Context: an optimization exercise on an open-source flow, tuned for small area, a short achievable clock period and few clock cycles per item. The choices shown serve that exercise and are no tape-out recipe.
RTL that was checked went through simulation tests only; none was proved equivalent to the original.
Power is estimated from default activity; no workload was simulated.

## bso_core
module bso_core #(
    parameter W = 64
) (
    input  wire         clk,
    input  wire         rst,           
    input  wire         req_valid,
    input  wire [39:0]  cmd,
    input  wire [W-1:0] a,
    input  wire [W-1:0] b,
    output reg          rsp_valid,
    output wire [W-1:0] rset,
    output wire [15:0]  rcnt,
    output reg          rflag,
    output reg  [1:0]   err
);
Size in the first run: roughly 330 flip-flops, ~0.017 mm^2 of cells after synthesis.
export LEC_CHECK = 0
export CAP_MARGIN = 20
export CORE_MARGIN = 2
export CORE_UTILIZATION = 25
export PLACE_DENSITY = 0.35
export SLEW_MARGIN = 20
create_clock -name core_clock -period 12.0 [get_ports {clk}]
standard.sh (not shown) runs the stock make flow with config.mk's settings and CLKGATE_MAP_FILE= SYNTH_SCRIPT=/design/flow/synth_recipe.tcl, a recipe that flattens the netlist after the stock synthesis.
==> flow/flow/run.sh <==
#!/bin/bash
# Standard layout, with plain buffers (sky130_fd_sc_hd__buf_1) on the ports
# instead of the delay buffers buffer_ports picks by default.
set -euo pipefail
export BUFFER_PORTS_ARGS="-buffer_cell sky130_fd_sc_hd__buf_1"
bash standard.sh > standard.log 2>&1
Edit:
--- a/flow/flow/run.sh
+++ b/flow/flow/run.sh
@@ -3 +3,2 @@
-# instead of the delay buffers buffer_ports picks by default.
+# instead of the delay buffers buffer_ports picks by default, and timing
+# repair aimed at a 3.4 ns period (setup margin 8.6 ns on the 12 ns clock).
@@ -5,0 +7 @@
+export SETUP_SLACK_MARGIN=8.6
The changed run passed the timing, design-rule and antenna checks.
Area after synthesis does not change.
Total power decreases by 1.7%.
Utilization increases by 0.81 points.
Die area is unchanged.
Setup slack gains 0.73 ns.
Hold slack gains 0.022 ns.
Non-clock buffer count increases by 6.
Final area increases by 2.7%.
Global-route usage increases by 0.33 points.
Sequential share of layout area decreases by 0.66 points.
Function was not checked in any run of this note: the RTL went through the layout flow alone.


bso_core, a different RTL version from the one above (not shown whole).
Size: ~1800 cells after synthesis, roughly 340 flip-flops, ~17000 µm² of cells after synthesis.
Design bso_core, start of the top module:
module bso_core #(
    parameter W = 64
) (
    input  wire         clk,
    input  wire         rst,           
    input  wire         req_valid,
    input  wire [39:0]  cmd,
    input  wire [W-1:0] a,
    input  wire [W-1:0] b,
    output reg          rsp_valid,
    output wire [W-1:0] rset,
    output wire [15:0]  rcnt,
    output reg          rflag,
    output reg  [1:0]   err
);
clock: 12.0 ns
lec_check: 0
cap_margin: 20
core_margin: 2
core_utilization: 40
cts_buf_list: sky130_fd_sc_hd__clkbuf_8 sky130_fd_sc_hd__clkbuf_16
cts_cluster_diameter: 60
cts_cluster_size: 20
place_density: 0.5
slew_margin: 20
==> flow/flow/run.sh <==
#!/bin/bash
# Standard layout, with plain buffers (sky130_fd_sc_hd__buf_1) on the ports
# instead of the delay buffers buffer_ports picks by default, and timing
# repair aimed at a 3.4 ns period (setup margin 8.6 ns on the 12 ns clock).
set -euo pipefail
export BUFFER_PORTS_ARGS="-buffer_cell sky130_fd_sc_hd__buf_1"
export SETUP_SLACK_MARGIN=8.6
bash standard.sh > standard.log 2>&1
Testbench counts at the start, summed over its fixed seeds: cycles 64,032, items 64,000.
Change:
- CORE_UTILIZATION: 40 -> 55
- CTS_BUF_LIST: sky130_fd_sc_hd__clkbuf_8 sky130_fd_sc_hd__clkbuf_16 -> not set
- CTS_CLUSTER_DIAMETER: 60 -> 100
- CTS_CLUSTER_SIZE: 20 -> 30
- PLACE_DENSITY: 0.5 -> 0.65
What happened: The new run finished with timing, DRC and antenna clean; total power goes down by 6.8%; cell count goes down by about 7%; synthesized cell count stays the same; first-iteration DRC count goes up by about 3%; fmax goes up by 0.64%; routed wire length goes down by 12%; via count goes up by 0.57%; utilization goes up by 16 points.
Change:
- CORE_UTILIZATION: 55 -> 40
- PLACE_DENSITY: 0.65 -> 0.5
The changed run finished with timing, DRC and antenna clean.
Setup slack is worse by 0.012 ns.
Clock power barely changes.
Clock skew came out higher by 0.011 ns.
Routed wire length climbs by 13%.
Non-clock buffer count is higher by 6.
Change:
- CORE_UTILIZATION: 40 -> 50
- PLACE_DENSITY: 0.5 -> 0.6
Effect: The new run completed without violations. Worst hold slack stays flat. Worst setup slack improves by 0.017 ns. Sequential share of layout area rises by 0.45 points. Design area falls slightly. Routed wire length falls by a little under a tenth. Cell count falls by a few percent. Count of clock-buffer cells in the layout falls by 3. Register-to-register slack degrades by 0.05 ns. Core utilization rises by 11 points. Total power rises slightly. Critical path depth stays the same.


bso_core again, from the RTL that the note above started with.
clock: 12.0 ns
lec_check: 0
cap_margin: 20
core_margin: 2
core_utilization: 25
cts_cluster_diameter: 60
cts_cluster_size: 40
place_density: 0.35
slew_margin: 20
Scripts as last shown in full above: flow/flow/run.sh
Testbench counts at the start, summed over its fixed seeds: cycles 64,032, items 64,000.
Change:
- CORE_UTILIZATION: 25 -> 45
- CTS_CLUSTER_DIAMETER: 60 -> 100
- CTS_CLUSTER_SIZE: 40 -> 30
- PLACE_DENSITY: 0.35 -> 0.55
Result: Final cell count goes down by 14%. Routed wire length goes down by 19%. Hold slack improves by 7.2 ps. Cell area goes down by 7.7%. Sequential power hardly moves. Power goes down by 17%. Synthesized area stays the same. Via count goes down by 2.0%.
Change:
- CORE_UTILIZATION: 45 -> 25
- CTS_CLUSTER_DIAMETER: 100 -> 80
- CTS_CLUSTER_SIZE: 30 -> 24
- PLACE_DENSITY: 0.55 -> 0.35
What happened: The changed run completed without violations; power rose by 11%; setup slack is worse by 64 ps; global-route usage came out lower by 9.9 points; clock power rises by 36%; flip-flop and latch count is unchanged; core utilization drops by 21 points; wire length grows by 22%; die area increases by 78%; sequential share of layout area goes down by 1.9 points; maximum frequency shrinks by 1.9%.
Change:
- CTS_CLUSTER_DIAMETER: 80 -> 100
- CTS_CLUSTER_SIZE: 24 -> 30
=> Final area went down by 0.76%. Sequential cell count does not change. Die area is unchanged. Sequential share of layout area went up by 0.24 points. Count of clock-buffer cells in the layout went down by 3.


bso_core, a different RTL version from the one above (not shown whole).
Size in the first run: ~1800 cells after synthesis, ~340 flip-flops, ~260 I/O pins, ~17000 µm² of cells after synthesis.
Design bso_core, start of the top module:
module bso_core #(
    parameter W = 64
) (
    input  wire         clk,
    input  wire         rst,           
    input  wire         req_valid,
    input  wire [39:0]  cmd,
    input  wire [W-1:0] a,
    input  wire [W-1:0] b,
    output reg          rsp_valid,
    output wire [W-1:0] rset,
    output wire [15:0]  rcnt,
    output reg          rflag,
    output reg  [1:0]   err
);
Settings: LEC_CHECK=0, CAP_MARGIN=20, CORE_MARGIN=2, CORE_UTILIZATION=40, CTS_CLUSTER_DIAMETER=100, CTS_CLUSTER_SIZE=30, PLACE_DENSITY=0.5, SLEW_MARGIN=20; clock period 12.0 ns.
Scripts as last shown in full above: flow/flow/run.sh
Testbench counts at the start, summed over its fixed seeds: cycles 64,032, items 64,000.
Edit:
- CORE_UTILIZATION: 40 -> 45
- PLACE_DENSITY: 0.5 -> 0.55
Result: Routed wire length decreases by 4.0%. Setup slack loses 0.0040 ns. Non-clock buffer count is higher by 1. Total power barely changes. Cell count came out lower by 1.0%. Synthesized area is unchanged. Sequential power hardly moves. Worst hold slack got worse by 0.058 ns. Global-route usage goes up by 2.4 points. Design area barely changes.

afterwards: timing with drivers on the ports:
How much do the figures lean on ideal ports? The routed layouts below were timed once more, with nothing changed but the port constraints.
Step 1, drivers: a clkbuf_16 drives clk and a buf_2 each remaining input, both assumed.
Step 2 times the ports against the registers' clock, not the clock port: input delays grow and output delays shrink by t, the midpoint of the rising clock arrivals with the driver on.
a / b / c = no drivers / after step 1 / after step 2; a / b = the first two.
run | t, ns | slack for setup (ns) | hold slack, ns | worst setup path after step 2
the first run of note 1 | 0.626 | 7.801 / 7.838 / 7.212 | 0.325 / 0.325 / 0.325 | input to register
the second run of note 1 | 0.619 | 8.535 / 8.532 / 7.936 | 0.347 / 0.347 / 0.347 | input to register
the first run of note 2 | 0.610 | 8.594 / 8.534 / 8.096 | 0.330 / 0.330 / 0.330 | input to register
the second run of note 2 | 0.570 | 8.616 / 8.564 / 8.068 | 0.321 / 0.321 / 0.321 | input to register
the third run of note 2 | 0.580 | 8.604 / 8.548 / 8.091 | 0.339 / 0.339 / 0.339 | input to register
the fourth run of note 2 | 0.574 | 8.621 / 8.564 / 8.111 | 0.338 / 0.338 / 0.338 | input to register
the first run of note 3 | 0.695 | 8.472 / 8.407 / 8.056 | 0.333 / 0.333 / 0.333 | input to register
the second run of note 3 | 0.589 | 8.604 / 8.545 / 8.112 | 0.340 / 0.340 / 0.340 | input to register
the third run of note 3 | 0.649 | 8.540 / 8.476 / 8.087 | 0.335 / 0.335 / 0.335 | input to register
the fourth run of note 3 | 0.628 | 8.559 / 8.494 / 8.099 | 0.340 / 0.340 / 0.340 | input to register
the first run of note 4 | 0.583 | 8.612 / 8.556 / 8.084 | 0.411 / 0.411 / 0.411 | input to register
the second run of note 4 | 0.589 | 8.608 / 8.550 / 8.063 | 0.354 / 0.354 / 0.354 | input to register
After both steps setup and hold are still met in every run listed. For the second run of note 1, which loses most, drivers alone change the setup slack by -0.003 ns; drivers and shift together by -0.599 ns.
